Source: an optimization exercise on an open RTL-to-GDS flow (aim: small area, a short achievable clock period and few clock cycles). Production flows keep margins and buffers that such runs may drop.
At most, simulation tests tie the RTL to the original design; equivalence was not proved.
Function not checked in run 6: the RTL went through the layout flow alone.
No activity file was given, so power comes from the tool's default toggle rates.

--- flow/constraint.sdc ---
create_clock -name core_clock -period 12.0 [get_ports {clk}]
set_input_delay 2.4000 -clock core_clock [delete_from_list [all_inputs] [get_ports {clk}]]
set_output_delay 2.4000 -clock core_clock [all_outputs]
set_load 0.01 [all_outputs]
--- flow/design.v ---
module fb_blit (
    input  wire        clk,
    input  wire        rst,
    input  wire        cmd_valid,
    output wire        cmd_ready,
    input  wire [7:0]  cmd_op,
    input  wire [2:0]  cmd_mode,
    input  wire [1:0]  cmd_color,
    input  wire [15:0] cmd_arg0,
    input  wire [15:0] cmd_arg1,
    input  wire [15:0] cmd_arg2,
    input  wire [15:0] cmd_arg3,
    input  wire [15:0] cmd_arg4,
    input  wire [15:0] cmd_arg5,
    output wire        res_re,
    output wire [15:0] res_addr,
    input  wire [7:0]  res_rdata,
    output wire        fb_re,
    output wire [9:0]  fb_raddr,
    input  wire [7:0]  fb_rdata,
    output reg         fb_we,
    output reg  [9:0]  fb_waddr,
    output reg  [7:0]  fb_wdata
);
    localparam [7:0] OP_BITMAP = 8'h40;
    localparam [7:0] OP_SPRITE = 8'h50;
    localparam [1:0] C_OR   = 2'd0;    
    localparam [1:0] C_CLR  = 2'd1;    
    localparam [1:0] C_XOR  = 2'd2;    
    localparam [1:0] C_MASK = 2'd3;    
    localparam [1:0] M_NONE = 2'd0;    
    localparam [1:0] M_SEP  = 2'd1;    
    localparam [1:0] M_PLUS = 2'd2;    
    localparam S_IDLE  = 0;
    localparam S_HDR0  = 1;     
    localparam S_HDR1  = 2;     
    localparam S_HDR2  = 3;     
    localparam S_GEO   = 4;     
    localparam S_LOOP  = 5;     
    localparam S_SWAP0 = 6;     
    localparam S_SWAP1 = 7;     
    localparam S_PLUSM = 8;     
    localparam S_PRE   = 9;     
    localparam S_RUN   = 10;    
    localparam S_DR1   = 11;
    localparam S_DR2   = 12;
    localparam NS      = 13;
    reg [NS-1:0] st;
    reg          busy;
    reg [15:0] ra, al;
    reg [1:0]  comb, mkind;
    reg        spr;
    reg [7:0]  w, h;
    reg [8:0]  x9, y9;            
    reg [7:0]  fc;                
    reg [7:0]  mf;                
    reg [5:0]  rc;                
    reg        aph;               
    reg [3:0]  pd1, pu1;          
    reg        td, tu;            
    reg [6:0]  dc;                
    reg [6:0]  dl;                
    reg        nul;               
    reg [3:0]  pg;                
    reg        dir, ph, first;
    reg        lastp, rv, rlast, lastc;
    reg        sd, su;            
    reg [7:0]  s_rot;
    reg        c_go, c_wv, c_rv, c_first, c_up;
    reg [9:0]  wa1;
    reg [7:0]  scar, mcar;
    wire       masked = (mkind != M_NONE);
    wire       plus   = (mkind == M_PLUS);
    wire [2:0]  yo    = y9[2:0];
    wire        yz    = (yo != 3'd0);
    wire [5:0]  srow  = y9[8:3];                  
    wire        sneg  = srow[5];
    wire [5:0]  rows  = ({1'b0, h[7:3]}) + {5'd0, (h[2:0] != 3'd0)};
    wire [7:0]  ilo   = x9[8] ? (~x9[7:0] + 8'd1) : 8'd0;
    wire [5:0]  as_   = sneg ? (~srow + {5'd0, ~yz}) : 6'd0;    
    wire [15:0] wk    = plus ? {7'd0, w, 1'b0} : {8'd0, w};
    wire [15:0] iloK  = plus ? {7'd0, ilo, 1'b0} : {8'd0, ilo};
    wire [9:0]  xw    = {x9[8], x9} + {2'b00, w};
    wire [9:0]  yh    = {y9[8], y9} + {2'b00, h};
    wire        g_off = nul || (w == 8'd0) || (h == 8'd0) || xw[9] || (xw == 10'd0) ||
                        yh[9] || (yh == 10'd0);
    wire [6:0]  g_e   = {srow[5], srow} + {1'b0, rows} - 7'd1 + {6'd0, yz};   
    wire        g_big = !g_e[6] && (g_e[5:3] != 3'd0);                        
    wire [3:0]  g_phi = g_big ? 4'd7 : g_e[3:0];
    wire [3:0]  g_plo = sneg ? 4'd0 : {1'b0, srow[2:0]};
    wire [3:0]  g_pd0 = sneg ? (yz ? 4'hF : 4'd0) : {1'b0, srow[2:0]};
    wire        g_td  = yz && !g_big;
    wire [9:0]  xw1   = xw - 10'd1;
    wire [6:0]  g_dl  = (xw1[9:7] != 3'd0) ? 7'd127 : xw1[6:0];
    wire [6:0]  g_dc  = x9[8] ? 7'd0 : x9[6:0];
    wire        tdir   = dir ? tu : td;
    wire [3:0]  pnext  = dir ? pg - 4'd1 : pg + 4'd1;
    wire [3:0]  n_pg   = (!lastp || (yz && !tdir)) ? pnext : pg;
    wire        n_dir  = dir ^ lastp;
    wire [3:0]  pd1m   = pd1 - 4'd1;
    wire [3:0]  pu1p   = pu1 + 4'd1;
    wire        n_t    = n_dir ? tu : td;
    wire        n_last = (n_pg == (n_dir ? pu1 : pd1));
    wire        n_rl   = n_last || (n_t && (n_pg == (n_dir ? pu1p : pd1m)));
    wire        sph0   = masked && rv && !ph;         
    wire        merge  = masked && !rv && !lastc;
    wire        r_rl   = merge ? (dir ? sd : su) : rlast;
    wire        r_dir  = merge ? !dir : dir;
    wire        f_last = (pg == pd1);
    wire        f_rl   = f_last || (td && ((pg + 4'd1) == pd1));
    wire [3:0]  f_pu0  = pd1 + {3'd0, yz && !td};    
    wire        f_su   = (f_pu0 == pu1) || (tu && (f_pu0 == pu1 + 4'd1));
    wire        lp_more = (rc != 6'd0) || (fc != 8'd0);
    wire        lp_last = (rc != 6'd0) ? ((rc == 6'd1) && (fc == 8'd0))
                                        : ((rows == 6'd1) && (fc == 8'd1));
    wire [4:0]  rows1_in = res_rdata[7:3] - {4'd0, (res_rdata[2:0] == 3'd0)};
    wire        hd_more  = (rc != 6'd0) || (fc != 8'd0);
    reg  [15:0] opnd;
    reg         cin;
    wire o_one = st[S_HDR0] || st[S_PLUSM] || (st[S_RUN] && r_rl && !plus);
    wire o_two = st[S_RUN] && r_rl && plus;
    wire o_ilo = st[S_HDR1] || st[S_SWAP1] || (st[S_GEO] && !spr);
    wire o_wk  = st[S_HDR2] || st[S_LOOP] || (st[S_GEO] && spr) || (st[S_RUN] && !r_rl);
    wire o_neg = st[S_RUN] && r_dir;
    always @(*) begin
        opnd = ({16{o_wk}} & (o_neg ? ~wk : wk)) | ({16{o_ilo}} & iloK) |
               {14'd0, o_two, o_one};
        cin  = st[S_HDR1] || (o_wk && o_neg);
    end
    wire [16:0] sum17 = {ra, 1'b1} + {opnd, cin};
    wire [15:0] sum   = sum17[16:1];
    wire        is_bmp  = (cmd_op == OP_BITMAP);
    wire        is_spr  = (cmd_op == OP_SPRITE);
    wire        mask_nz = (cmd_arg4 != 16'd0);
    wire [2:0]  mode_r  = (cmd_mode == 3'd5) ? (mask_nz ? 3'd3 : 3'd0) : cmd_mode;
    wire        b_zero  = (cmd_arg2 == 16'd0);
    wire        i_xfar  = cmd_arg0[15] ? (cmd_arg0[14:8] != 7'h7F) : (cmd_arg0[14:7] != 8'd0);
    wire        i_yfar  = cmd_arg1[15] ? (cmd_arg1[14:8] != 7'h7F) : (cmd_arg1[14:6] != 9'd0);
    wire        go      = !i_xfar && !i_yfar &&
                          ((is_bmp && cmd_color != 2'd3) ||
                           (is_spr && !(cmd_mode[2] && cmd_mode[1])));
    wire        i_nul   = b_zero || (is_spr && cmd_mode == 3'd3 && !mask_nz);
    assign cmd_ready = !busy;
    wire run = st[S_RUN];
    assign res_addr = ra;
    assign res_re   = busy;
    assign fb_raddr = {pg[2:0], dc};
    assign fb_re    = busy;
    wire [15:0] rr2   = {res_rdata, res_rdata} << yo;
    wire [7:0]  rrot  = rr2[15:8];                        
    wire [7:0]  lom   = 8'hFF << yo;
    wire [7:0]  s_r   = c_rv ? (masked ? s_rot : rrot) : 8'd0;
    wire [7:0]  m_r   = c_rv ? (masked ? rrot : 8'hFF) : 8'd0;
    wire [7:0]  curm  = c_up ? ~lom : lom;
    wire [7:0]  S     = (s_r & curm) | (c_first ? 8'd0 : scar);
    wire [7:0]  M     = (m_r & curm) | (c_first ? 8'd0 : mcar);
    reg  [7:0]  wd;
    always @(*) begin
        case (comb)
            C_OR:    wd = fb_rdata | S;
            C_CLR:   wd = fb_rdata & ~S;
            C_XOR:   wd = fb_rdata ^ S;
            default: wd = (fb_rdata & ~M) | S;
        endcase
    end
    always @(posedge clk) begin
        s_rot    <= rrot;
        wa1      <= {pg[2:0], dc};
        fb_waddr <= wa1;
        fb_wdata <= wd;
        fb_we    <= !rst && c_go && c_wv;
        if (c_go) begin
            scar <= s_r & ~curm;
            mcar <= m_r & ~curm;
        end
        c_go    <= !rst && run && !sph0;
        c_wv    <= !pg[3];
        c_rv    <= rv;
        c_first <= first;
        c_up    <= dir && yz;
    end
    wire        lp_end  = !lp_more || lp_last;       
    wire        g_loop  = spr ? (lp_more && !lp_last) : (as_ != 6'd0);
    wire        run_end = !sph0 && lastp && lastc;
    wire        to_swap0 = (mkind == M_SEP) && !aph;
    wire        to_swap1 = (mkind == M_SEP) && aph;
    wire        to_plusm = (mkind == M_PLUS);
    wire        to_run   = (mkind == M_NONE);
    reg [NS-1:0] nst;
    wire        acc     = st[S_IDLE] && cmd_valid && go;
    wire        sw0_lp  = (as_ != 6'd0) || (mf != 8'd0);
    wire        geo_ok  = st[S_GEO] && !g_off && !g_loop;
    wire        lp_fin  = st[S_LOOP] && lp_end;
    always @(*) begin
        nst[S_IDLE]  = (st[S_IDLE] && !acc) || (st[S_GEO] && g_off) || st[S_DR2];
        nst[S_HDR0]  = acc && is_spr;
        nst[S_HDR1]  = st[S_HDR0];
        nst[S_HDR2]  = st[S_HDR1];
        nst[S_GEO]   = st[S_HDR2] || (acc && !is_spr);
        nst[S_LOOP]  = (st[S_GEO] && !g_off && g_loop) || (st[S_LOOP] && !lp_end) ||
                       (st[S_SWAP0] && sw0_lp);
        nst[S_PRE]   = geo_ok && to_run;
        nst[S_SWAP0] = (geo_ok || lp_fin) && to_swap0;
        nst[S_SWAP1] = (lp_fin && to_swap1) || (st[S_SWAP0] && !sw0_lp);
        nst[S_PLUSM] = (geo_ok || lp_fin) && to_plusm;
        nst[S_RUN]   = (lp_fin && to_run) || st[S_SWAP1] || st[S_PLUSM] || st[S_PRE] ||
                       (st[S_RUN] && !run_end);
        nst[S_DR1]   = st[S_RUN] && run_end;
        nst[S_DR2]   = st[S_DR1];
    end
    wire        to_first = (st[S_LOOP] && lp_end && to_run) || st[S_SWAP1] || st[S_PLUSM] ||
                           st[S_PRE];
    always @(posedge clk) begin
        if (rst) begin
            st   <= {{(NS-1){1'b0}}, 1'b1};
            busy <= 1'b0;
        end else begin
            st   <= nst;
            busy <= !nst[S_IDLE];
        end
    end
    always @(posedge clk) begin
        if (st[S_IDLE]) begin
            ra    <= cmd_arg2;
            al    <= cmd_arg4;
            x9    <= cmd_arg0[8:0];
            y9    <= cmd_arg1[8:0];
            w     <= cmd_arg3[7:0];
            h     <= cmd_arg4[7:0];
            fc    <= is_spr ? cmd_arg3[7:0] : 8'd0;
            mf    <= cmd_arg5[7:0];
            spr   <= is_spr;
            nul   <= i_nul;
            aph   <= 1'b0;
            if (is_bmp) begin
                mkind <= M_NONE;
                case (cmd_color)
                    2'd0:    comb <= C_CLR;
                    2'd1:    comb <= C_OR;
                    default: comb <= C_XOR;
                endcase
            end else begin
                case (mode_r)
                    3'd0: begin comb <= C_MASK; mkind <= M_NONE; end
                    3'd1: begin comb <= C_OR;   mkind <= M_NONE; end
                    3'd2: begin comb <= C_CLR;  mkind <= M_NONE; end
                    3'd3: begin comb <= C_MASK; mkind <= M_SEP;  end
                    default: begin comb <= C_MASK; mkind <= M_PLUS; end
                endcase
            end
        end
        if (st[S_HDR0]) begin
            ra <= sum;                  
            rc <= as_;
        end
        if (st[S_HDR1]) begin
            ra <= sum;                  
            w  <= res_rdata;
        end
        if (st[S_HDR2]) begin
            h <= res_rdata;
            if (hd_more) begin
                ra <= sum;
                if (rc != 6'd0) begin
                    rc <= rc - 6'd1;
                end else begin
                    fc <= fc - 8'd1;
                    rc <= {1'b0, rows1_in};
                end
            end
        end
        if (st[S_GEO]) begin
            pd1 <= g_phi;
            pu1 <= g_plo;
            td  <= g_td;
            tu  <= yz && !sneg;
            dl  <= g_dl;
            dc  <= g_dc;
            pg  <= g_pd0;
            if (!spr) begin
                ra <= sum;              
                rc <= as_;
            end
        end
        if ((st[S_GEO] && spr) || st[S_LOOP]) begin
            if (lp_more) begin
                ra <= sum;
                if (rc != 6'd0) begin
                    rc <= rc - 6'd1;
                end else begin
                    fc <= fc - 8'd1;
                    rc <= rows - 6'd1;
                end
            end
        end
        if (st[S_SWAP0]) begin
            ra  <= al;
            al  <= ra;
            aph <= 1'b1;
            rc  <= as_;
            fc  <= mf;
        end
        if (st[S_SWAP1]) begin
            ra <= al;
            al <= sum;
        end
        if (st[S_PLUSM])
            al <= sum;
        if (to_first) begin
            dir   <= 1'b0;
            ph    <= 1'b0;
            first <= 1'b1;
            lastp <= f_last;
            rv    <= !(f_last && td);
            rlast <= f_rl;
            lastc <= (dc == dl);
            sd    <= f_rl;
            su    <= f_su;
        end
        if (st[S_RUN]) begin
            if (rv) begin
                if (masked) begin
                    ra <= al;
                    al <= sum;
                end else begin
                    ra <= sum;
                end
            end else if (merge) begin
                ra <= al;
                al <= sum;
            end
            if (sph0) begin
                ph <= 1'b1;
            end else begin
                ph    <= merge;
                pg    <= n_pg;
                dir   <= n_dir;
                first <= lastp;
                lastp <= n_last;
                rv    <= !(n_last && n_t);
                rlast <= n_rl;
                if (lastp) begin
                    dc    <= dc + 7'd1;
                    lastc <= (dc + 7'd1 == dl);
                end
            end
        end
    end
endmodule
--- flow/standard.sh ---
#!/bin/bash
# synth_recipe.tcl (not shown) runs the flow's synth.tcl, then flattens the netlist and writes it again
# the make line also repeats each setting of config.mk as NAME=value (left out here)
make -C /OpenROAD-flow-scripts/flow DESIGN_CONFIG=/design/flow/config.mk WORK_HOME=/design/flow/orfs CLKGATE_MAP_FILE= SYNTH_SCRIPT=/design/flow/synth_recipe.tcl "${@:-finish}"
--- flow/flow/run.sh ---
#!/bin/bash
# Standard layout with the smallest plain buffers on the ports; timing repair
# aims for 8.0 ns of setup slack.
set -euo pipefail
export BUFFER_PORTS_ARGS="-buffer_cell sky130_fd_sc_hd__buf_1"
export SETUP_SLACK_MARGIN=8.0
bash standard.sh > flow.log 2>&1
--- flow/config.mk ---
export PLATFORM = sky130hd
export DESIGN_NAME = fb_blit
export DESIGN_NICKNAME = fb_blit
export VERILOG_FILES = /design/flow/design.v
export SDC_FILE = /design/flow/constraint.sdc
export NUM_CORES = 4
export LEC_CHECK = 0
export CAP_MARGIN = 20
export CORE_MARGIN = 2
export CORE_UTILIZATION = 60
export CTS_BUF_LIST = sky130_fd_sc_hd__clkbuf_8
export CTS_CLUSTER_SIZE = 16
export SLEW_MARGIN = 20
==> results of run 1 <==
==> registers in the layout, indices dropped and copies added (netlist names), 8 cells and up <==
register	count
st	13
fc	8
wa1	10
scar	8
s_rot	8
al	16
x9	9
h	8
fb_wdata	8
mcar	8
fb_waddr	10
w	8
mf	8
y9	9
ra	16
==> path summary, 6_finish.rpt <==
| check | start | to | slack, ns |
|---|---|---|---|
| setup / recovery | res_rdata[2] | fb_wdata[5] | 8.08 |
| hold / removal | wa1[3] | fb_waddr[3] | 0.32 |
| setup reg to reg | mkind[1] | ra[12] | 8.11 |
| hold reg to reg | wa1[3] | fb_waddr[3] | 0.32 |
==> cell families (layout without fill, tap and decap cells) <==
logic type	count (synthesis)	after routing	share of synthesized area
AO/OA/AOI/OAI	373	373	0.183
XOR/XNOR	116	116	0.0763
adder cells (fa/ha/maj)	80	80	0.0774
buffers and inverters	155	346	0.0450
flip-flops	203	203	0.368
multiplexers	85	85	0.0740
other	0	2	0
AND/OR/NAND/NOR	483	484	0.177
==> timing repair <==
item                       4_1_cts  5_1_grt
setup buffers                   13       16
hold buffers                     0        0
setup endpoints to repair       33       27
pin swaps                        5       14
cloned                           1        0
gates resized for setup         32       58
==> metal layers <==
layer,vias to the layer above,part of all wire
met5,-,0
li1,5809,-
met3,85,0.079
met1,5687,0.43
met4,0,0.030
met2,489,0.46
==> per-stage QoR <==
stage,hold WS (ns),util
finish,0.325,0.705
global route,0.328,0.705
CTS,0.328,0.690
detailed placement,0.313,0.644
global placement,0.310,0.644
floorplan,0.310,-
==> placed cells by master, fill, tap and decap left out, types with 49 or more instances in the layout <==
| cell | n |
|---|---|
| sky130_fd_sc_hd__buf_1 | 151 |
| sky130_fd_sc_hd__nand2_1 | 150 |
| sky130_fd_sc_hd__dfxtp_1 | 115 |
| sky130_fd_sc_hd__nor2_1 | 100 |
| sky130_fd_sc_hd__inv_1 | 90 |
| sky130_fd_sc_hd__a21oi_1 | 88 |
| sky130_fd_sc_hd__o21ai_0 | 83 |
| sky130_fd_sc_hd__edfxtp_1 | 83 |
| sky130_fd_sc_hd__ha_1 | 76 |
| sky130_fd_sc_hd__xnor2_1 | 62 |
| sky130_fd_sc_hd__xor2_1 | 53 |
| sky130_fd_sc_hd__clkbuf_8 | 49 |
==> worst max-delay path, cell delays in order <==
cell,delay [ns]
sky130_fd_sc_hd__buf_4,0.14
sky130_fd_sc_hd__mux4_2,0.54
sky130_fd_sc_hd__mux2i_4,0.23
sky130_fd_sc_hd__o21ai_0,0.15
sky130_fd_sc_hd__a32oi_1,0.30
sky130_fd_sc_hd__ha_1,0.28
sky130_fd_sc_hd__nand2b_1,0.14
sky130_fd_sc_hd__a32oi_1,0.17
==> final cells by class <==
class                      instances  area [um^2]  area share
multi-input combinational       1138         8080       0.526
timing repair buffer             194          951      0.0618
clock inverter                    21         98.8     0.00643
clock buffer                      49          674      0.0438
sequential                       203         4910       0.319
tap                              280          350      0.0228
inverter                          82          308      0.0200
antenna                            2         5.00    0.000325
==> power groups by stage <==
stage | clock network (W) | logic [W] | registers (W)
2_1_floorplan | 0 | 0.000275 | 0.000811
4_1_cts | 0.000683 | 0.000364 | 0.000817
3_5_place_dp | 0 | 0.000354 | 0.000831
3_3_place_gp | 0 | 0.000345 | 0.000830
6_report | 0.000672 | 0.000381 | 0.000819
5_1_grt | 0.000712 | 0.000424 | 0.000825
==> results.sh, run 1 <==
export IMPL_outcome="finished clean"
export IMPL_layout_filler_cells=1814
export IMPL_detail_route_iter0_violations=948
export IMPL_reg2regPathDepth=17
export IMPL_core_rowCount=54
export IMPL_synthesis_yosys_warnings=1
export IMPL_drtPass1Iterations=6
export IMPL_final_period_minus_worst_setup_slack_ns=3.92
export IMPL_grtUsageMet1=0.418
export IMPL_dieArea_mm2=0.0234
export IMPL_clk_pin_slew_ns=0.06
export IMPL_final_setup_tns_ns=0
export IMPL_slew_limit_headroom=0.255
export IMPL_clockRootBuffer="sky130_fd_sc_hd__clkbuf_8"
export IMPL_design_final_nets=1865
export IMPL_netlist_area_leader_share=0.187
export IMPL_irDropWorstVdd_v=0.0000971
export IMPL_clkSinkCount=203
export IMPL_grt_setup_unrepaired="true"
export IMPL_slew_violations=0
export IMPL_drt_wirelength_mm=37.5
export IMPL_critPathLaunchType="input pin"
export IMPL_intPower_w=0.00131
export IMPL_vias=12100
export IMPL_worst_ep_arrival_time_ns=4.35
export IMPL_async_flop_share=0
export IMPL_post_synth_inst_count=1495
export IMPL_crit_path_max_fanout=7
export IMPL_via_count_of_the_first_global_routing_pass=11200
export IMPL_grt_met2_usage=0.506
export IMPL_tritoncts="yes"
export IMPL_end_kind="flip-flop"
export IMPL_viasPerCell=6.13
export IMPL_power_per_cell_area_mw_per_mm2=122
export IMPL_placed_cell_area_mm2=0.0141
export IMPL_seq_power_share=0.438
export IMPL_clkPwrFrac=0.359
export IMPL_gp_congestion=0.900
export IMPL_clock_path_buffers=3
export IMPL_setup_violations=0
export IMPL_io_buffer_count=159
export IMPL_area_of_the_core_region_mm2=0.0218
export IMPL_initial_antenna_violation_count=1
export IMPL_seq_area_frac_synth=0.368
export IMPL_wl_per_cell_um=19.1
export IMPL_timing_max_cap_violations=0
export IMPL_worst_setup_path_type="input pin to flip-flop"
export IMPL_synth_net_count=1703
export IMPL_hold_viol=0
export IMPL_drc=0
export IMPL_drtAntennaViolNets=0
export IMPL_ctsHtreeMaxLevel=2
export IMPL_hold_path_depth=0
export IMPL_layout_drive_gt1_share=0.120
export IMPL_power_switching_w=0.000567
export IMPL_worst_slew_pin_slew_ns=1.12
export IMPL_grt_start_max_net_pins=47
export IMPL_placed_cell_count=1866
export IMPL_postSynthAreaPerCell_um2=8.91
export IMPL_gr_total_overflow=0
export IMPL_synth_enable_flop_cells=83
export IMPL_clock_insertion_delay_worst_skew_ns=0.53
export IMPL_power_w=0.00187
export IMPL_min_period_over_period=0.327
export IMPL_synth_common_cells="150 x sky130_fd_sc_hd__nand2_1, 120 x sky130_fd_sc_hd__dfxtp_1, 102 x sky130_fd_sc_hd__nor2_1"
export IMPL_place_ws_ns=7.10
export IMPL_required_ns=12.43
export IMPL_dp_hpwl_mm=27.2
export IMPL_fmax_mhz=255
export IMPL_synth_area_top_cells="sky130_fd_sc_hd__edfxtp_1 19%, sky130_fd_sc_hd__dfxtp_1 18%, sky130_fd_sc_hd__ha_1 7.1%"
export IMPL_yosys_cell_types_count=78
export IMPL_synth_cell_area_mm2=0.0133
export IMPL_synthesis_stage_register_bit_count=203
export IMPL_setup_slack_ns=8.08
export IMPL_clock_skew_final_ns=0.0261
export IMPL_grt_first_pass_wirelength_mm=58.5
export IMPL_comb_power_share=0.203
export IMPL_postLayoutCellArea_mm2=0.0154
export IMPL_timing_hold_worst_class="flip-flop to flip-flop"
export IMPL_pin_count=176
export IMPL_horizontal_die_dimension_um=153
export IMPL_met3_resource_use_gr=0.0527
export IMPL_cell_taking_the_most_area_after_synthesis="sky130_fd_sc_hd__edfxtp_1"
export IMPL_grt_usage=0.310
export IMPL_grt_busiest_layer="met2"
export IMPL_number_of_buffers_inserted_during_clock_tree_synthesis=38
export IMPL_switching_share=0.303
export IMPL_stdcell_count=1969
export IMPL_floorplan_initialDensity=0.610
export IMPL_chipHeight_um=153
export IMPL_postSynth_topFlopCell="sky130_fd_sc_hd__dfxtp_1"
export IMPL_yosys_cell_count_top_type="sky130_fd_sc_hd__nand2_1"
export IMPL_syn_to_final_growth_pct=15.5
export IMPL_power_leakage_nw=6.37
Testbench counts, summed over its fixed seeds: cycles 33,382.
==> run 2, diff against run 1 <==
--- a/flow/config.mk
+++ b/flow/config.mk
@@ -9,5 +9,6 @@
 export CORE_MARGIN = 2
 export CORE_UTILIZATION = 60
-export CTS_BUF_LIST = sky130_fd_sc_hd__clkbuf_8
-export CTS_CLUSTER_SIZE = 16
+export CTS_BUF_LIST = sky130_fd_sc_hd__clkbuf_16
+export CTS_CLUSTER_DIAMETER = 50
+export CTS_CLUSTER_SIZE = 32
 export SLEW_MARGIN = 20
==> results.sh, run 2 <==
export IMPL_synth_common_cells="150 x sky130_fd_sc_hd__nand2_1, 120 x sky130_fd_sc_hd__dfxtp_1, 102 x sky130_fd_sc_hd__nor2_1"
export IMPL_drt_wirelength_mm=37.5
export IMPL_cell_taking_the_most_area_after_synthesis="sky130_fd_sc_hd__edfxtp_1"
export IMPL_horizontal_die_dimension_um=153
export IMPL_outcome="finished clean"
export IMPL_chipHeight_um=153
export IMPL_pin_count=176
export IMPL_largest_stage_delay_on_the_critical_path_ns=0.51
export IMPL_min_period_over_period=0.327
export IMPL_synth_net_count=1703
export IMPL_drtPass1Iterations=7
export IMPL_required_ns=12.46
export IMPL_slew_limit_headroom=0.330
export IMPL_irDropWorstVdd_v=0.000119
export IMPL_clkSinkCount=203
export IMPL_number_of_buffers_inserted_during_clock_tree_synthesis=28
export IMPL_layout_drive_gt1_share=0.113
export IMPL_synth_compound_area_share=0.183
export IMPL_via_count_of_the_first_global_routing_pass=11200
export IMPL_clockRootBuffer="sky130_fd_sc_hd__clkbuf_16"
export IMPL_yosys_area_share_adder=0.0774
export IMPL_yosys_cell_types_count=78
export IMPL_grt_start_max_net_pins=47
export IMPL_synth_mux_area_frac=0.0740
export IMPL_floorplan_initialDensity=0.610
export IMPL_post_synth_inst_count=1495
export IMPL_synthSimpleGateAreaFrac=0.177
export IMPL_layout_commonest_cell="sky130_fd_sc_hd__buf_1"
export IMPL_power_leakage_nw=6.39
export IMPL_vias=12000
export IMPL_setup_violations=0
export IMPL_clock_skew_final_ns=0.0162
export IMPL_dieArea_mm2=0.0234
export IMPL_tritoncts="yes"
export IMPL_power_w=0.00204
export IMPL_final_setup_tns_ns=0
export IMPL_critPathLaunchType="input pin"
export IMPL_area_of_the_core_region_mm2=0.0218
export IMPL_gr_total_overflow=0
export IMPL_hold_viol=0
export IMPL_grt_usage=0.310
export IMPL_seq_area_frac_synth=0.368
export IMPL_timing_max_cap_violations=0
export IMPL_io_buffer_count=159
export IMPL_slew_violations=0
export IMPL_design_final_nets=1856
export IMPL_synth_xor_area_share=0.0763
export IMPL_gp_congestion=0.900
export IMPL_postSynth_topFlopCell="sky130_fd_sc_hd__dfxtp_1"
export IMPL_crit_path_max_fanout=7
export IMPL_core_rowCount=54
export IMPL_synth_cell_area_mm2=0.0133
export IMPL_postSynthAreaPerCell_um2=8.91
export IMPL_cp_common_cell="sky130_fd_sc_hd__nor2_1"
export IMPL_yosys_cell_count_top_type="sky130_fd_sc_hd__nand2_1"
export IMPL_synthesis_stage_register_bit_count=203
export IMPL_worst_ep_arrival_time_ns=4.38
export IMPL_clock_insertion_delay_worst_skew_ns=0.55
export IMPL_synth_area_top_cells="sky130_fd_sc_hd__edfxtp_1 19%, sky130_fd_sc_hd__dfxtp_1 18%, sky130_fd_sc_hd__ha_1 7.1%"
export IMPL_clk_pin_slew_ns=0.07
export IMPL_fmax_mhz=255
export IMPL_grt_first_pass_wirelength_mm=58.5
export IMPL_dp_hpwl_mm=27.2
export IMPL_worst_setup_path_type="input pin to flip-flop"
export IMPL_wl_per_cell_um=19.2
export IMPL_ctsHtreeMaxLevel=1
export IMPL_synthesis_yosys_warnings=1
export IMPL_layout_cells_most_common_list="151 x sky130_fd_sc_hd__buf_1, 150 x sky130_fd_sc_hd__nand2_1, 115 x sky130_fd_sc_hd__dfxtp_1"
export IMPL_end_kind="flip-flop"
export IMPL_drc=0
export IMPL_netlist_area_leader_share=0.187
export IMPL_syn_to_final_growth_pct=16.6
export IMPL_async_flop_share=0
export IMPL_layout_filler_cells=1758
export IMPL_final_period_minus_worst_setup_slack_ns=3.92
export IMPL_grt_setup_unrepaired="true"
export IMPL_timing_hold_worst_class="flip-flop to flip-flop"
export IMPL_drtAntennaViolNets=0
export IMPL_slowest_stage="sky130_fd_sc_hd__mux4_2"
export IMPL_synth_top_family_by_area="compound AO/OA/AOI/OAI gates"
export IMPL_synth_enable_flop_cells=83
export IMPL_critical_path_cell_chain="clkbuf_4 > mux4_2 > mux2_4 > nor2_1 > or3_1 > nor2_1 > a21oi_2 > ha_1 > nand2b_1 > a32oi_1"
export IMPL_viasPerCell=6.17
export IMPL_clock_path_buffers=3
export IMPL_top_regs="al x16, ra x16, st x13"
export IMPL_worst_slew_pin_slew_ns=1.00
export IMPL_power_per_cell_area_mw_per_mm2=132
export IMPL_detail_route_iter0_violations=898
export IMPL_initial_antenna_violation_count=0
[run 2: cell types whose count changed in the layout (fill, tap and decap cells not counted), sizes merged]
| cell | previous run | this run |
|---|---|---|
| inv | 91 | 90 |
| diode | 2 | 1 |
| clkbuf | 49 | 33 |
| bufinv | 0 | 2 |
| clkinv | 11 | 10 |
| buf | 194 | 192 |
| clkinvlp | 1 | 2 |
[run 2: cell type report]
type,count,area (um^2),area share
diodes,1,2.50,0.000161
clock buffers,30,751,0.0484
clock inverters,22,220,0.0142
inverters,82,308,0.0198
multi-input cells,1138,8040,0.518
flip-flops and latches,203,4910,0.316
well taps,280,350,0.0226
repair buffers,195,937,0.0604
[run 2: cell families (layout without fill, tap and decap cells)]
kind of cell             after synthesis  in the layout
buffers and inverters                155            329
AO/OA/AOI/OAI                        373            373
AND/OR/NAND/NOR                      483            484
adder cells (fa/ha/maj)               80             80
multiplexers                          85             85
XOR/XNOR                             116            116
flip-flops                           203            203
other                                  0              1
[run 2: timing repair]
item / CTS / global route
pin swaps: 5 / 9
endpoints found under the hold margin: 0 / 0
hold buffers: 0 / 0
buffers inserted: 12 / 18
resized for setup: 33 / 36
setup endpoints to repair: 33 / 27
cloned: 1 / 0
[run 2: per-stage QoR]
step / hold WS (ns) / setup WS (ns) / cells / area (um^2) / util
floorplan: 0.310 / 7.82 / 1495 / 13400 / -
global placement: 0.310 / 7.12 / 1866 / 14100 / 0.644
detailed placement: 0.313 / 7.10 / 1866 / 14100 / 0.644
CTS: 0.328 / 8.01 / 1931 / 15300 / 0.699
global route: 0.329 / 7.90 / 1950 / 15500 / 0.711
finish: 0.327 / 8.08 / 1951 / 15500 / 0.711
[run 2: layer usage]
layer / track usage / up-vias / part of all wire
met5: 0 / - / 0
met4: 0.111 / 0 / 0.034
met3: 0.0542 / 93 / 0.074
met2: 0.506 / 465 / 0.47
met1: 0.417 / 5696 / 0.43
li1: - / 5786 / -
[run 2: path summary, 6_finish.rpt]
check	startpoint	to	slack, ns	cells past startpoint
worst min-delay path	wa1[7]	fb_waddr[7]	0.33	0
worst min register to register	wa1[7]	fb_waddr[7]	0.33	0
worst max-delay path	res_rdata[7]	fb_wdata[2]	8.08	10
worst max register to register	mkind[1]	ra[12]	8.13	16
[run 2: critical path: cells and delay by family]
kind	cells	cell delay, ns
mux	2	0.81
simple gates	4	0.43
compound gates	2	0.33
fa+ha+maj	1	0.25
buf+inv	1	0.17
[run 2: power breakdown]
part	switching [W]	leakage [nW]	total, W	internal, W
clock	0.000339	0.480	0.000845	0.000506
sequential	0.0000543	1.83	0.000819	0.000765
combinational	0.000208	4.08	0.000378	0.000170
==> run 3, diff against run 2 <==
--- a/flow/config.mk
+++ b/flow/config.mk
@@ -10,5 +10,4 @@
 export CORE_UTILIZATION = 60
 export CTS_BUF_LIST = sky130_fd_sc_hd__clkbuf_16
-export CTS_CLUSTER_DIAMETER = 50
-export CTS_CLUSTER_SIZE = 32
+export CTS_CLUSTER_SIZE = 28
 export SLEW_MARGIN = 20
==> results.sh, run 3 <==
export IMPL_area_of_the_core_region_mm2=0.0218
export IMPL_setup_violations=0
export IMPL_post_synth_inst_count=1495
export IMPL_seq_area_frac_synth=0.368
export IMPL_chipHeight_um=153
export IMPL_horizontal_die_dimension_um=153
export IMPL_setup_slack_ns=8.05
export IMPL_synth_xor_area_share=0.0763
export IMPL_grt_first_pass_wirelength_mm=58.4
export IMPL_slew_limit_headroom=0.260
export IMPL_min_period_over_period=0.330
export IMPL_timing_hold_worst_class="flip-flop to flip-flop"
export IMPL_synth_top_family_by_area="compound AO/OA/AOI/OAI gates"
export IMPL_synth_mux_area_frac=0.0740
export IMPL_wl_per_cell_um=19.3
export IMPL_design_final_nets=1851
export IMPL_fmax_mhz=253
export IMPL_dp_hpwl_mm=27.2
export IMPL_irDropWorstVdd_v=0.000102
export IMPL_grt_usage=0.308
export IMPL_io_buffer_count=159
export IMPL_place_ws_ns=7.10
export IMPL_grt_start_max_net_pins=47
export IMPL_initial_antenna_violation_count=0
export IMPL_clk_pin_slew_ns=0.06
export IMPL_power_per_cell_area_mw_per_mm2=123
export IMPL_layout_filler_cells=1774
export IMPL_dieArea_mm2=0.0234
export IMPL_layout_cells_most_common_list="151 x sky130_fd_sc_hd__buf_1, 150 x sky130_fd_sc_hd__nand2_1, 115 x sky130_fd_sc_hd__dfxtp_1"
export IMPL_cell_taking_the_most_area_after_synthesis="sky130_fd_sc_hd__edfxtp_1"
export IMPL_synth_area_top_cells="sky130_fd_sc_hd__edfxtp_1 19%, sky130_fd_sc_hd__dfxtp_1 18%, sky130_fd_sc_hd__ha_1 7.1%"
export IMPL_clkSinkCount=203
export IMPL_yosys_area_share_adder=0.0774
export IMPL_synth_compound_area_share=0.183
export IMPL_required_ns=12.39
export IMPL_via_count_of_the_first_global_routing_pass=11100
export IMPL_detail_route_iter0_violations=884
export IMPL_top_regs="al x16, ra x16, st x13"
export IMPL_final_setup_tns_ns=0
export IMPL_clock_path_buffers=3
export IMPL_yosys_cell_types_count=78
export IMPL_postLayoutCellArea_mm2=0.0153
export IMPL_synth_net_count=1703
export IMPL_clockRootBuffer="sky130_fd_sc_hd__clkbuf_16"
export IMPL_layout_core_utilization=0.702
export IMPL_gp_congestion=0.900
export IMPL_tritoncts="yes"
export IMPL_viasPerCell=6.18
export IMPL_core_rowCount=54
export IMPL_hold_viol=0
export IMPL_power_leakage_nw=6.29
export IMPL_grt_setup_unrepaired="true"
export IMPL_final_period_minus_worst_setup_slack_ns=3.95
export IMPL_yosys_cell_count_top_type="sky130_fd_sc_hd__nand2_1"
export IMPL_syn_to_final_growth_pct=15.0
export IMPL_postSynth_topFlopCell="sky130_fd_sc_hd__dfxtp_1"
export IMPL_cts_hold_buffers=0
export IMPL_synth_cell_area_mm2=0.0133
export IMPL_layout_commonest_cell="sky130_fd_sc_hd__buf_1"
export IMPL_worst_slew_pin_slew_ns=1.11
export IMPL_pin_count=176
export IMPL_ctsHtreeMaxLevel=1
export IMPL_outcome="finished clean"
export IMPL_synthSimpleGateAreaFrac=0.177
export IMPL_critPathLaunchType="flip-flop"
export IMPL_clock_skew_final_ns=0.0147
export IMPL_vias=12000
export IMPL_worst_setup_path_type="flip-flop to flip-flop"
export IMPL_slew_violations=0
export IMPL_synth_enable_flop_cells=83
export IMPL_drtAntennaViolNets=0
export IMPL_crit_path_max_fanout=4
export IMPL_drc=0
export IMPL_synthesis_yosys_warnings=1
export IMPL_postSynthAreaPerCell_um2=8.91
export IMPL_floorplan_initialDensity=0.610
export IMPL_layout_drive_gt1_share=0.110
export IMPL_drt_wirelength_mm=37.5
export IMPL_drtPass1Iterations=5
export IMPL_end_kind="flip-flop"
export IMPL_async_flop_share=0
export IMPL_synth_common_cells="150 x sky130_fd_sc_hd__nand2_1, 120 x sky130_fd_sc_hd__dfxtp_1, 102 x sky130_fd_sc_hd__nor2_1"
export IMPL_placed_cell_area_mm2=0.0141
export IMPL_number_of_buffers_inserted_during_clock_tree_synthesis=24
export IMPL_worst_ep_arrival_time_ns=4.35
export IMPL_gr_total_overflow=0
export IMPL_clock_insertion_delay_worst_skew_ns=0.53
export IMPL_netlist_area_leader_share=0.187
export IMPL_timing_max_cap_violations=0
export IMPL_synthesis_stage_register_bit_count=203
-- run 3: power breakdown --
part,switching (W),internal [W],total (W)
clock network,0.000304,0.000380,0.000685
logic,0.000210,0.000171,0.000381
registers,0.0000542,0.000765,0.000819
-- run 3: cell type report --
cell class,instances,area (um^2),share of cell area
clock inverters,19,109,0.00711
multi-input cells,1138,8090,0.528
diodes,1,2.50,0.000163
inverters,82,308,0.0201
clock buffers,25,626,0.0409
well taps,280,350,0.0229
repair buffers,194,917,0.0599
flip-flops and latches,203,4910,0.321
-- run 3: cell families after synthesis --
| family | after synthesis |
|---|---|
| buffers and inverters | 155 |
| AOI/OAI and AO/OA | 373 |
| xor gates and xnor gates | 116 |
| muxes | 85 |
| DFF | 203 |
| adders and majority gates | 80 |
| and+or+nand+nor | 483 |
-- run 3: per-stage QoR --
stage                     power [W]  std cells  hold slack (ns)
final                       0.00188       1942            0.325
after global routing        0.00197       1941            0.327
after CTS                   0.00187       1929            0.326
after detailed placement    0.00119       1866            0.313
after global placement      0.00117       1866            0.310
after floorplan             0.00109       1495            0.310
-- run 3: path summary, 6_finish.rpt --
path	startpoint	to	slack [ns]	cells past startpoint
max reg2reg	mkind[1]	al[15]	8.05	18
max	mkind[1]	al[15]	8.05	18
min reg2reg	wa1[7]	fb_waddr[7]	0.33	0
min	wa1[7]	fb_waddr[7]	0.33	0
-- run 3: timing repair --
item,CTS,global route
gates cloned,1,0
buffers inserted,18,12
pin swaps,5,14
gates resized for setup,33,55
endpoints found under the setup margin,33,24
-- run 3: layer usage --
| layer | global-route usage | wire [um] | up-vias |
|---|---|---|---|
| li1 | - | - | 5776 |
| met4 | 0.102 | 1200 | 0 |
| met2 | 0.507 | 17400 | 432 |
| met5 | 0 | 0 | - |
| met3 | 0.0473 | 2490 | 80 |
| met1 | 0.420 | 16400 | 5706 |
-- run 3: critical path, cell delays in order (launching register included) --
cell and delay [ns]:
sky130_fd_sc_hd__edfxtp_1 0.45, sky130_fd_sc_hd__nor2_2 0.20, sky130_fd_sc_hd__buf_6 0.13, sky130_fd_sc_hd__nor4b_4 0.05, sky130_fd_sc_hd__or2_4 0.27, sky130_fd_sc_hd__buf_4 0.14, sky130_fd_sc_hd__xor2_1 0.14, sky130_fd_sc_hd__nor2_1 0.06
sky130_fd_sc_hd__a21oi_1 0.12, sky130_fd_sc_hd__o21ai_1 0.11, sky130_fd_sc_hd__ha_1 0.34, sky130_fd_sc_hd__nor2b_1 0.16, sky130_fd_sc_hd__o31a_1 0.27, sky130_fd_sc_hd__o311a_1 0.37, sky130_fd_sc_hd__o41ai_4 0.40, sky130_fd_sc_hd__o2111ai_2 0.20
sky130_fd_sc_hd__a21oi_2 0.19, sky130_fd_sc_hd__xnor2_1 0.13, sky130_fd_sc_hd__a21oi_1 0.08
==> run 4, diff against run 3 <==
--- a/flow/config.mk
+++ b/flow/config.mk
@@ -10,4 +10,5 @@
 export CORE_UTILIZATION = 60
 export CTS_BUF_LIST = sky130_fd_sc_hd__clkbuf_16
-export CTS_CLUSTER_SIZE = 28
+export CTS_CLUSTER_DIAMETER = 70
+export CTS_CLUSTER_SIZE = 40
 export SLEW_MARGIN = 20
==> results.sh, run 4 <==
export IMPL_synth_net_count=1703
export IMPL_clock_path_buffers=3
export IMPL_drtPass1Iterations=5
export IMPL_synth_area_top_cells="sky130_fd_sc_hd__edfxtp_1 19%, sky130_fd_sc_hd__dfxtp_1 18%, sky130_fd_sc_hd__ha_1 7.1%"
export IMPL_post_synth_inst_count=1495
export IMPL_clock_insertion_delay_worst_skew_ns=0.51
export IMPL_postSynthAreaPerCell_um2=8.91
export IMPL_grt_setup_unrepaired="true"
export IMPL_horizontal_die_dimension_um=153
export IMPL_setup_violations=0
export IMPL_tritoncts="yes"
export IMPL_timing_hold_worst_class="flip-flop to flip-flop"
export IMPL_worst_ep_arrival_time_ns=4.34
export IMPL_cell_taking_the_most_area_after_synthesis="sky130_fd_sc_hd__edfxtp_1"
export IMPL_clock_skew_final_ns=0.0270
export IMPL_synth_cell_area_mm2=0.0133
export IMPL_place_ws_ns=7.10
export IMPL_synth_common_cells="150 x sky130_fd_sc_hd__nand2_1, 120 x sky130_fd_sc_hd__dfxtp_1, 102 x sky130_fd_sc_hd__nor2_1"
export IMPL_synthesis_yosys_warnings=1
export IMPL_layout_cells_most_common_list="151 x sky130_fd_sc_hd__buf_1, 150 x sky130_fd_sc_hd__nand2_1, 114 x sky130_fd_sc_hd__dfxtp_1"
export IMPL_power_leakage_nw=6.22
export IMPL_gp_congestion=0.900
export IMPL_r2r_start="mkind[0]"
export IMPL_crit_path_max_fanout=8
export IMPL_netlist_area_leader_share=0.187
export IMPL_dp_hpwl_mm=27.2
export IMPL_layout_commonest_cell="sky130_fd_sc_hd__buf_1"
export IMPL_floorplan_initialDensity=0.610
export IMPL_async_flop_share=0
export IMPL_fmax_mhz=255
export IMPL_design_final_nets=1842
export IMPL_ctsHtreeMaxLevel=1
export IMPL_irDropWorstVdd_v=0.000142
export IMPL_hold_path_depth=0
export IMPL_layout_drive_gt1_share=0.104
export IMPL_pin_count=176
export IMPL_chipHeight_um=153
export IMPL_clockRootBuffer="sky130_fd_sc_hd__clkbuf_16"
export IMPL_grt_start_max_net_pins=47
export IMPL_min_delay_start="wa1[7]"
export IMPL_end_kind="flip-flop"
export IMPL_slew_violations=0
export IMPL_top_regs="al x16, ra x16, st x13"
export IMPL_syn_to_final_growth_pct=14.5
export IMPL_layout_filler_cells=1796
export IMPL_postSynth_topFlopCell="sky130_fd_sc_hd__dfxtp_1"
export IMPL_setup_reg_to_reg_worst_slack_ns=8.13
export IMPL_vias=11900
export IMPL_synth_enable_flop_cells=83
export IMPL_drt_wirelength_mm=37.2
export IMPL_outcome="finished clean"
export IMPL_worst_setup_path_type="input pin to flip-flop"
export IMPL_initial_antenna_violation_count=0
export IMPL_critPathLaunchType="input pin"
export IMPL_final_period_minus_worst_setup_slack_ns=3.92
export IMPL_yosys_cell_types_count=78
export IMPL_final_setup_tns_ns=0
export IMPL_drtAntennaViolNets=0
export IMPL_number_of_buffers_inserted_during_clock_tree_synthesis=15
export IMPL_yosys_cell_count_top_type="sky130_fd_sc_hd__nand2_1"
export IMPL_slew_limit_headroom=0.231
export IMPL_timing_max_cap_violations=0
export IMPL_viasPerCell=6.20
export IMPL_setup_slack_ns=8.08
export IMPL_detail_route_iter0_violations=833
export IMPL_final_seq_area_mm2=0.00491
export IMPL_multi_input_combinational_cell_area_mm2=0.00810
export IMPL_regToRegEndpoint="ra[15]"
export IMPL_via_count_of_the_first_global_routing_pass=11000
export IMPL_reg2regPathDepth=17
export IMPL_core_rowCount=54
export IMPL_required_ns=12.42
export IMPL_worst_slew_pin_slew_ns=1.15
export IMPL_clk_pin_slew_ns=0.11
export IMPL_seq_area_frac_synth=0.368
export IMPL_dieArea_mm2=0.0234
export IMPL_min_period_over_period=0.326
export IMPL_timing_hold_worst_endpoint="fb_waddr[7]"
export IMPL_synthesis_stage_register_bit_count=203
export IMPL_drc=0
export IMPL_io_buffer_count=159
export IMPL_wl_per_cell_um=19.4
export IMPL_clkSinkCount=203
export IMPL_hold_viol=0
export IMPL_grt_usage=0.307
export IMPL_area_of_the_core_region_mm2=0.0218
export IMPL_power_per_cell_area_mw_per_mm2=118
export IMPL_grt_first_pass_wirelength_mm=58.0
export IMPL_gr_total_overflow=0
[run 4: cell counts after synthesis]
Identical to the previous run, type by type.
[run 4: cell families (layout without fill, tap and decap cells)]
kind of cell    after synthesis  after routing  synth area share
other cells                   0              1                 0
xor+xnor                    116            116            0.0763
fa+ha+maj                    80             80            0.0774
flops                       203            203             0.368
compound gates              373            373             0.183
mux                          85             85            0.0740
simple gates                483            484             0.177
buf+inv                     155            301            0.0450
[run 4: final cells by class]
class                      count  share of cell area
antenna                        1            0.000164
clock buffer                  15              0.0246
clock inverter                10              0.0146
inverter                      82              0.0202
multi-input combinational   1138               0.532
sequential                   203               0.322
tap                          280              0.0230
timing repair buffer         194              0.0635
[run 4: worst max path at each step]
stage                      start           to  slack (ns)  depth (start not counted)
global placement           st[4]       ra[15]        7.12                         15
finish              res_rdata[6]  fb_wdata[5]        8.08                          8
detailed placement         st[4]       ra[15]        7.10                         15
floorplan           res_rdata[5]  fb_wdata[2]        7.82                         10
global route            mkind[0]       al[15]        7.88                         17
CTS                        st[4]       al[15]        8.00                         17
[run 4: report_power, final]
group          switching [W]  internal [W]  total [W]
Clock               0.000328      0.000273   0.000600
Sequential         0.0000543      0.000764   0.000818
Combinational       0.000209      0.000173   0.000383
[run 4: timing repair]
action / in CTS / in global routing
gates cloned: 1 / 0
buffers inserted: 12 / 17
resized for setup: 34 / 62
pin swaps: 5 / 14
setup endpoints to repair: 33 / 27
hold buffers: 0 / 0
[run 4: layer usage]
metal | track usage | part of all wire | vias up
met4 | 0.100 | 0.034 | 0
li1 | - | - | 5722
met2 | 0.509 | 0.46 | 451
met3 | 0.0439 | 0.070 | 81
met5 | 0 | 0 | -
met1 | 0.416 | 0.43 | 5676
[run 4: per-stage QoR]
| step | cells | instance area (um^2) | util | total power (W) | hold slack (ns) |
|---|---|---|---|---|---|
| after floorplan | 1495 | 13400 | - | 0.00109 | 0.310 |
| after global placement | 1866 | 14100 | 0.644 | 0.00117 | 0.310 |
| after detailed placement | 1866 | 14100 | 0.644 | 0.00119 | 0.313 |
| after CTS | 1904 | 14900 | 0.681 | 0.00179 | 0.328 |
| after global routing | 1922 | 15200 | 0.698 | 0.00188 | 0.333 |
| final | 1923 | 15200 | 0.698 | 0.00180 | 0.326 |
[run 4: critical path, stage by stage]
cell                       delay (ns)
sky130_fd_sc_hd__buf_6           0.13
sky130_fd_sc_hd__mux4_2          0.54
sky130_fd_sc_hd__mux2i_4         0.22
sky130_fd_sc_hd__o21ai_0         0.15
sky130_fd_sc_hd__a32oi_1         0.30
sky130_fd_sc_hd__ha_1            0.28
sky130_fd_sc_hd__nand2b_1        0.14
sky130_fd_sc_hd__a32oi_1         0.18
==> run 5, diff against run 4 <==
--- a/flow/config.mk
+++ b/flow/config.mk
@@ -9,6 +9,6 @@
 export CORE_MARGIN = 2
 export CORE_UTILIZATION = 60
-export CTS_BUF_LIST = sky130_fd_sc_hd__clkbuf_16
-export CTS_CLUSTER_DIAMETER = 70
+export CTS_BUF_LIST = sky130_fd_sc_hd__clkbuf_8 sky130_fd_sc_hd__clkbuf_16
+export CTS_CLUSTER_DIAMETER = 40
 export CTS_CLUSTER_SIZE = 40
 export SLEW_MARGIN = 20
==> results.sh, run 5 <==
export IMPL_power_per_cell_area_mw_per_mm2=137
export IMPL_layout_drive_gt1_share=0.122
export IMPL_postSynth_topFlopCell="sky130_fd_sc_hd__dfxtp_1"
export IMPL_drtPass1Iterations=5
export IMPL_synth_compound_area_share=0.183
export IMPL_synthesis_yosys_warnings=1
export IMPL_hold_path_depth=0
export IMPL_initial_antenna_violation_count=0
export IMPL_grt_setup_unrepaired="true"
export IMPL_crit_path_max_fanout=7
export IMPL_seq_area_frac_synth=0.368
export IMPL_synth_net_count=1703
export IMPL_netlist_area_leader_share=0.187
export IMPL_synth_area_top_cells="sky130_fd_sc_hd__edfxtp_1 19%, sky130_fd_sc_hd__dfxtp_1 18%, sky130_fd_sc_hd__ha_1 7.1%"
export IMPL_synthesis_stage_register_bit_count=203
export IMPL_final_setup_tns_ns=0
export IMPL_worst_slew_pin_slew_ns=1.12
export IMPL_via_count_of_the_first_global_routing_pass=11300
export IMPL_hold_viol=0
export IMPL_gp_congestion=0.900
export IMPL_synth_mux_area_frac=0.0740
export IMPL_tritoncts="yes"
export IMPL_clock_insertion_delay_worst_skew_ns=0.50
export IMPL_timing_max_cap_violations=0
export IMPL_top_regs="al x16, ra x16, st x13"
export IMPL_clkPwrFrac=0.445
export IMPL_drc=0
export IMPL_cell_taking_the_most_area_after_synthesis="sky130_fd_sc_hd__edfxtp_1"
export IMPL_drtAntennaViolNets=0
export IMPL_layout_cells_most_common_list="151 x sky130_fd_sc_hd__buf_1, 150 x sky130_fd_sc_hd__nand2_1, 115 x sky130_fd_sc_hd__dfxtp_1"
export IMPL_min_period_over_period=0.325
export IMPL_irDropWorstVdd_v=0.000120
export IMPL_cts_hold_buffers=0
export IMPL_yosys_cell_count_top_type="sky130_fd_sc_hd__nand2_1"
export IMPL_dp_hpwl_mm=27.2
export IMPL_slew_limit_headroom=0.253
export IMPL_syn_to_final_growth_pct=18.8
export IMPL_synth_cell_area_mm2=0.0133
export IMPL_worst_setup_path_type="input pin to flip-flop"
export IMPL_timing_hold_worst_class="flip-flop to flip-flop"
export IMPL_area_of_the_core_region_mm2=0.0218
export IMPL_comb_power_share=0.177
export IMPL_core_rowCount=54
export IMPL_power_switching_w=0.000624
export IMPL_synthSimpleGateAreaFrac=0.177
export IMPL_post_synth_inst_count=1495
export IMPL_synth_top_family_by_area="compound AO/OA/AOI/OAI gates"
export IMPL_required_ns=12.41
export IMPL_yosys_area_share_adder=0.0774
export IMPL_horizontal_die_dimension_um=153
export IMPL_gr_total_overflow=0
export IMPL_postSynthAreaPerCell_um2=8.91
export IMPL_chipHeight_um=153
export IMPL_drt_wirelength_mm=37.8
export IMPL_clkSinkCount=203
export IMPL_ctsHtreeMaxLevel=2
export IMPL_power_leakage_nw=6.55
export IMPL_worst_ep_arrival_time_ns=4.31
export IMPL_seq_power_share=0.378
export IMPL_async_flop_share=0
export IMPL_clk_pin_slew_ns=0.06
export IMPL_viasPerCell=6.14
export IMPL_synth_common_cells="150 x sky130_fd_sc_hd__nand2_1, 120 x sky130_fd_sc_hd__dfxtp_1, 102 x sky130_fd_sc_hd__nor2_1"
export IMPL_yosys_cell_types_count=78
export IMPL_grt_first_pass_wirelength_mm=58.9
export IMPL_wl_per_cell_um=19.2
export IMPL_detail_route_iter0_violations=886
export IMPL_synth_enable_flop_cells=83
export IMPL_pin_count=176
export IMPL_design_final_nets=1867
export IMPL_clock_path_buffers=3
export IMPL_switching_share=0.288
export IMPL_grt_usage=0.313
export IMPL_placed_cell_area_mm2=0.0141
export IMPL_fmax_mhz=256
export IMPL_setup_violations=0
export IMPL_clockRootBuffer="sky130_fd_sc_hd__clkbuf_16"
export IMPL_outcome="finished clean"
export IMPL_intPower_w=0.00155
export IMPL_reg2regPathDepth=17
export IMPL_postLayoutCellArea_mm2=0.0158
export IMPL_vias=12100
export IMPL_slew_violations=0
export IMPL_synth_xor_area_share=0.0763
export IMPL_number_of_buffers_inserted_during_clock_tree_synthesis=35
export IMPL_final_period_minus_worst_setup_slack_ns=3.90
export IMPL_io_buffer_count=159
export IMPL_floorplan_initialDensity=0.610
export IMPL_layout_commonest_cell="sky130_fd_sc_hd__buf_1"
export IMPL_grt_start_max_net_pins=47
export IMPL_critPathLaunchType="input pin"
export IMPL_clock_skew_final_ns=0.0162
export IMPL_end_kind="flip-flop"
export IMPL_dieArea_mm2=0.0234
run 5: kinds of logic (layout without fill, tap and decap cells):
| kind of cell | after synthesis | in the layout |
|---|---|---|
| AOI/OAI and AO/OA | 373 | 373 |
| xor gates and xnor gates | 116 | 116 |
| adders and majority gates | 80 | 80 |
| buffers and inverters | 155 | 343 |
| DFF | 203 | 203 |
| muxes | 85 | 85 |
| other | 0 | 1 |
| and+or+nand+nor | 483 | 484 |
run 5: routing by layer:
layer	vias to the layer above	GRT usage	share of wire
li1	5818	-	-
met2	429	0.511	0.47
met5	-	0	0
met3	84	0.0502	0.066
met4	0	0.115	0.031
met1	5731	0.421	0.44
run 5: cell type report:
class | instances | area, um^2
Multi-Input combinational cell | 1138 | 8090
Fill cell | 1717 | 6010
Sequential cell | 203 | 4910
Timing Repair Buffer | 199 | 1020
Clock buffer | 40 | 967
Tap cell | 280 | 350
Inverter | 82 | 308
Clock inverter | 22 | 173
Antenna cell | 1 | 2.50
run 5: critical path: stages:
cell and delay (ns):
sky130_fd_sc_hd__buf_6 0.12, sky130_fd_sc_hd__mux4_2 0.52, sky130_fd_sc_hd__mux2_4 0.30, sky130_fd_sc_hd__nor2_1 0.08, sky130_fd_sc_hd__or3_1 0.12, sky130_fd_sc_hd__nor2_1 0.05
sky130_fd_sc_hd__a21oi_2 0.14, sky130_fd_sc_hd__ha_1 0.24, sky130_fd_sc_hd__nand2b_1 0.14, sky130_fd_sc_hd__a32oi_1 0.19
run 5: per-stage QoR:
stage | std cells | total power [W] | setup WS (ns) | hold slack, ns | util
after floorplan | 1495 | 0.00109 | 7.82 | 0.310 | -
after global placement | 1866 | 0.00117 | 7.12 | 0.310 | 0.644
after detailed placement | 1866 | 0.00119 | 7.10 | 0.313 | 0.644
after CTS | 1942 | 0.00216 | 8.00 | 0.327 | 0.707
after global routing | 1964 | 0.00226 | 7.85 | 0.328 | 0.724
final | 1965 | 0.00217 | 8.10 | 0.325 | 0.725
run 5: power by group through the flow:
stage,registers [W],clock network [W],logic (W)
2_1_floorplan,0.000811,0,0.000275
3_3_place_gp,0.000830,0,0.000345
3_5_place_dp,0.000831,0,0.000354
4_1_cts,0.000818,0.000975,0.000365
5_1_grt,0.000826,0.00101,0.000426
6_report,0.000820,0.000964,0.000384
run 5: final timing paths:
check	to	slack, ns	from
min reg2reg	fb_waddr[2]	0.32	wa1[2]
max	fb_wdata[2]	8.10	res_rdata[7]
max reg2reg	ra[12]	8.10	mkind[1]
min	fb_waddr[2]	0.32	wa1[2]
run 5: repair_timing:
item	in CTS	in global routing
pin swaps	5	12
gates cloned	1	0
gates resized for setup	34	65
endpoints found under the setup margin	33	26
buffers inserted	13	21
==> run 6, diff against run 5 <==
--- a/flow/design.v
+++ b/flow/design.v
@@ -153,15 +153,25 @@
     wire [7:0]  m_r   = c_rv ? (masked ? rrot : 8'hFF) : 8'd0;
     wire [7:0]  curm  = c_up ? ~lom : lom;
-    wire [7:0]  S     = (s_r & curm) | (c_first ? 8'd0 : scar);
-    wire [7:0]  M     = (m_r & curm) | (c_first ? 8'd0 : mcar);
-    reg  [7:0]  wd;
-    always @(*) begin
-        case (comb)
-            C_OR:    wd = fb_rdata | S;
-            C_CLR:   wd = fb_rdata & ~S;
-            C_XOR:   wd = fb_rdata ^ S;
-            default: wd = (fb_rdata & ~M) | S;
-        endcase
-    end
+    wire [7:0]  ks    = {8{c_rv && !masked}} & curm;               
+    wire [7:0]  km    = {8{c_rv &&  masked}} & curm;               
+    wire [7:0]  S0    = ({8{c_rv && masked}} & curm & s_rot) | (c_first ? 8'd0 : scar);
+    wire [7:0]  M0    = ({8{c_rv && !masked}} & curm) | (c_first ? 8'd0 : mcar);
+    wire [7:0]  S1    = S0 | ks;
+    wire [7:0]  M1    = M0 | km;
+    function [7:0] cmb;
+        input [1:0] c;
+        input [7:0] d, s, m;
+        begin
+            case (c)
+                C_OR:    cmb = d | s;
+                C_CLR:   cmb = d & ~s;
+                C_XOR:   cmb = d ^ s;
+                default: cmb = (d & ~m) | s;
+            endcase
+        end
+    endfunction
+    wire [7:0]  wd0   = cmb(comb, fb_rdata, S0, M0);
+    wire [7:0]  wd1   = cmb(comb, fb_rdata, S1, M1);
+    wire [7:0]  wd    = (rrot & wd1) | (~rrot & wd0);
     always @(posedge clk) begin
         s_rot    <= rrot;
--- a/flow/config.mk
+++ b/flow/config.mk
@@ -9,6 +9,4 @@
 export CORE_MARGIN = 2
 export CORE_UTILIZATION = 60
-export CTS_BUF_LIST = sky130_fd_sc_hd__clkbuf_8 sky130_fd_sc_hd__clkbuf_16
-export CTS_CLUSTER_DIAMETER = 40
-export CTS_CLUSTER_SIZE = 40
+export CTS_BUF_LIST = sky130_fd_sc_hd__clkbuf_8
 export SLEW_MARGIN = 20
==> results.sh, run 6 <==
export IMPL_outcome="finished clean"
export IMPL_drtAntennaViolNets=0
export IMPL_critical_path_cell_chain="or2_1 > buf_12 > a21oi_4 > or2_4 > xor2_1 > nor2_1 > a21oi_1 > o21ai_1 > ha_1 > nor2b_1 > o31a_1 > o41a_1 > a41o_4 > mux2i_2 > a2111oi_4 > xor2_1 > o221ai_1"
export IMPL_ctsHtreeMaxLevel=2
export IMPL_synthesis_yosys_warnings=1
export IMPL_drtPass1Iterations=7
export IMPL_grt_setup_unrepaired="true"
export IMPL_cts_hold_buffers=0
export IMPL_seq_area_frac_synth=0.356
export IMPL_crit_path_max_fanout=6
export IMPL_floorplan_initialDensity=0.608
export IMPL_clock_path_buffers=3
export IMPL_timing_max_cap_violations=0
export IMPL_detail_route_iter0_violations=1024
export IMPL_gr_total_overflow=0
export IMPL_synth_cell_area_mm2=0.0137
export IMPL_horizontal_die_dimension_um=155
export IMPL_syn_to_final_growth_pct=15.2
export IMPL_clock_skew_final_ns=0.0329
export IMPL_stdcell_count=2014
export IMPL_hold_viol=0
export IMPL_yosys_cell_types_count=88
export IMPL_end_kind="flip-flop"
export IMPL_setup_reg_to_reg_worst_slack_ns=8.01
export IMPL_cell_taking_the_most_area_after_synthesis="sky130_fd_sc_hd__edfxtp_1"
export IMPL_worst_setup_path_type="flip-flop to flip-flop"
export IMPL_fmax_mhz=251
export IMPL_chipHeight_um=155
export IMPL_power_per_cell_area_mw_per_mm2=116
export IMPL_intPower_w=0.00130
export IMPL_wl_met1_mm=17.3
export IMPL_grt_usage=0.320
export IMPL_crit_buf_inv=1
export IMPL_switching_share=0.293
export IMPL_async_flop_share=0
export IMPL_layout_drive_gt1_share=0.121
export IMPL_layout_cells_most_common_list="159 x sky130_fd_sc_hd__buf_1, 150 x sky130_fd_sc_hd__nand2_1, 116 x sky130_fd_sc_hd__dfxtp_1"
export IMPL_netlist_area_leader_share=0.181
export IMPL_clockRootBuffer="sky130_fd_sc_hd__clkbuf_8"
export IMPL_grt_first_pass_wirelength_mm=61.6
export IMPL_final_setup_tns_ns=0
export IMPL_synth_common_cells="150 x sky130_fd_sc_hd__nand2_1, 120 x sky130_fd_sc_hd__dfxtp_1, 104 x sky130_fd_sc_hd__nor2_1"
export IMPL_wl_per_cell_um=19.7
export IMPL_reg2regPathDepth=17
export IMPL_slowest_stage="sky130_fd_sc_hd__edfxtp_1"
export IMPL_postSynth_topFlopCell="sky130_fd_sc_hd__dfxtp_1"
export IMPL_comb_power_share=0.192
export IMPL_clk_pin_slew_ns=0.06
export IMPL_pin_count=176
export IMPL_drc=0
export IMPL_power_switching_w=0.000540
export IMPL_postSynthAreaPerCell_um2=8.98
export IMPL_via_count_of_the_first_global_routing_pass=11600
export IMPL_gp_congestion=0.997
export IMPL_grt_start_max_net_pins=47
export IMPL_worst_ep_arrival_time_ns=4.37
export IMPL_dp_hpwl_mm=28.8
export IMPL_met3_length_mm=2.94
export IMPL_layout_commonest_cell="sky130_fd_sc_hd__buf_1"
export IMPL_number_of_inserted_diodes=0
export IMPL_seq_power_share=0.433
export IMPL_number_of_buffers_inserted_during_clock_tree_synthesis=38
export IMPL_layout_filler_cells=1866
export IMPL_clkPwrFrac=0.375
export IMPL_setup_violations=0
export IMPL_dieArea_mm2=0.0241
export IMPL_design_final_nets=1916
export IMPL_largest_stage_delay_on_the_critical_path_ns=0.49
export IMPL_power_leakage_nw=6.59
export IMPL_yosys_cell_count_top_type="sky130_fd_sc_hd__nand2_1"
export IMPL_tritoncts="yes"
export IMPL_crit_family="compound AO/OA/AOI/OAI gates"
export IMPL_drt_wirelength_mm=39.7
export IMPL_synth_net_count=1746
export IMPL_critical_path_endpoint="ra[15]"
export IMPL_core_rowCount=55
export IMPL_critPathLaunchType="flip-flop"
export IMPL_top_regs="al x16, ra x16, st x13"
export IMPL_slew_limit_headroom=0.351
export IMPL_regToRegEndpoint="ra[15]"
export IMPL_worst_slew_pin_slew_ns=0.974
export IMPL_clock_insertion_delay_worst_skew_ns=0.54
export IMPL_crit_path_start="mkind[0]"
export IMPL_cp_common_cell="sky130_fd_sc_hd__xor2_1"
export IMPL_crit_cells=17
export IMPL_hold_slack_ns=0.324
export IMPL_io_buffer_count=159
export IMPL_irDropWorstVdd_v=0.0000861
export IMPL_r2r_start="mkind[0]"
export IMPL_required_ns=12.38
export IMPL_synthesis_stage_register_bit_count=203
export IMPL_clkSinkCount=203
export IMPL_final_period_minus_worst_setup_slack_ns=3.99
export IMPL_met2_length_mm=18.3
export IMPL_synth_enable_flop_cells=83
export IMPL_viasPerCell=6.25
export IMPL_post_synth_inst_count=1530
export IMPL_slew_violations=0
export IMPL_min_period_over_period=0.332
export IMPL_area_of_the_core_region_mm2=0.0226
export IMPL_topRoutingLayerUsed="met4"
export IMPL_synth_area_top_cells="sky130_fd_sc_hd__edfxtp_1 18%, sky130_fd_sc_hd__dfxtp_1 17%, sky130_fd_sc_hd__ha_1 7.7%"
export IMPL_placed_cell_count=1911
export IMPL_initial_antenna_violation_count=0
export IMPL_timing_hold_worst_class="flip-flop to flip-flop"
export IMPL_vias=12600
-- run 6: cell types whose count changed after synthesis, moves of 8 or more --
cell	previous run	this run
sky130_fd_sc_hd__ha_1	76	84
sky130_fd_sc_hd__clkbuf_1	57	48
sky130_fd_sc_hd__o211ai_1	28	20
sky130_fd_sc_hd__nor2b_1	27	19
-- run 6: worst min-delay path by stage --
stage	from	end	slack, ns	cells after the start
3_3_place_gp	wa1[0]	fb_waddr[0]	0.31	0
4_1_cts	wa1[2]	fb_waddr[2]	0.33	0
6_report	wa1[2]	fb_waddr[2]	0.32	0
2_1_floorplan	wa1[0]	fb_waddr[0]	0.31	0
5_1_grt	wa1[6]	fb_waddr[6]	0.33	0
3_5_place_dp	wa1[9]	fb_waddr[9]	0.31	0
-- run 6: area by class of cell --
class,count,area [um^2],area share
clock inverters,23,149,0.00941
inverters,88,338,0.0214
multi-input cells,1166,8490,0.536
well taps,285,357,0.0225
flip-flops and latches,203,4900,0.310
clock buffers,46,633,0.0400
repair buffers,203,957,0.0605
-- run 6: kinds of logic (layout without fill, tap and decap cells) --
kind of cell | count (synthesis) | after routing | share of synthesized area
AND/OR/NAND/NOR | 482 | 482 | 0.172
AO/OA/AOI/OAI | 396 | 396 | 0.196
flip-flops | 203 | 203 | 0.356
buffers and inverters | 161 | 360 | 0.0480
XOR/XNOR | 110 | 110 | 0.0702
multiplexers | 90 | 90 | 0.0756
adder cells (fa/ha/maj) | 88 | 88 | 0.0824
-- run 6: metrics by stage --
step                instance area (um^2)  utilization  power (W)  worst slack [ns]
CTS                                15400        0.683    0.00183              7.99
global route                       15800        0.701    0.00193              7.91
detailed placement                 14500        0.642    0.00114              7.38
floorplan                          13800            -    0.00104              7.96
finish                             15800        0.701    0.00184              8.01
global placement                   14500        0.642    0.00113              7.41
-- run 6: timing repair --
action | 4_1_cts | 5_1_grt
pin swaps | 7 | 19
setup endpoints to repair | 21 | 20
cloned | 1 | 0
setup buffers | 9 | 24
gates resized for setup | 18 | 50
-- run 6: layer usage --
layer | vias up | GRT usage
met5 | - | 0
met1 | 5956 | 0.436
met3 | 92 | 0.0549
li1 | 6012 | -
met4 | 0 | 0.117
met2 | 528 | 0.515
-- run 6: power groups by stage --
stage / clock network (W) / registers [W] / logic, W
2_1_floorplan: 0 / 0.000796 / 0.000247
3_3_place_gp: 0 / 0.000810 / 0.000319
3_5_place_dp: 0 / 0.000810 / 0.000327
4_1_cts: 0.000702 / 0.000796 / 0.000333
5_1_grt: 0.000735 / 0.000801 / 0.000394
6_report: 0.000690 / 0.000798 / 0.000354

==> port drivers added, routing unchanged <==
Ports are ideal in the flow. The routed layouts listed here were re-timed in OpenROAD.
Step 1 assumes that a clkbuf_16 drives the clock port and a buf_2 every other input.
Step 2 times the ports against the registers' clock, not the clock port: input delays grow and output delays shrink by t, the midpoint of the rising clock arrivals with the driver on.
Slacks: ideal / step 1 / step 2; pairs: ideal / step 1.
run | shift t [ns] | setup slack, ns | worst data-port slew with drivers (ns)
run 1 | 0.568 | 8.082 / 8.083 / 7.516 | 0.07
run 2 | 0.590 | 8.081 / 8.103 / 7.513 | 0.07
run 3 | 0.573 | 8.045 / 8.045 / 7.511 | 0.07
run 4 | 0.550 | 8.084 / 8.104 / 7.554 | 0.08
run 5 | 0.550 | 8.097 / 8.098 / 7.560 | 0.09
run 6 | 0.569 | 8.014 / 8.014 / 7.540 | 0.06
After both steps setup and hold are still met in every run listed. For run 2, which loses most, drivers alone change the setup slack by +0.022 ns; drivers and shift together by -0.568 ns.
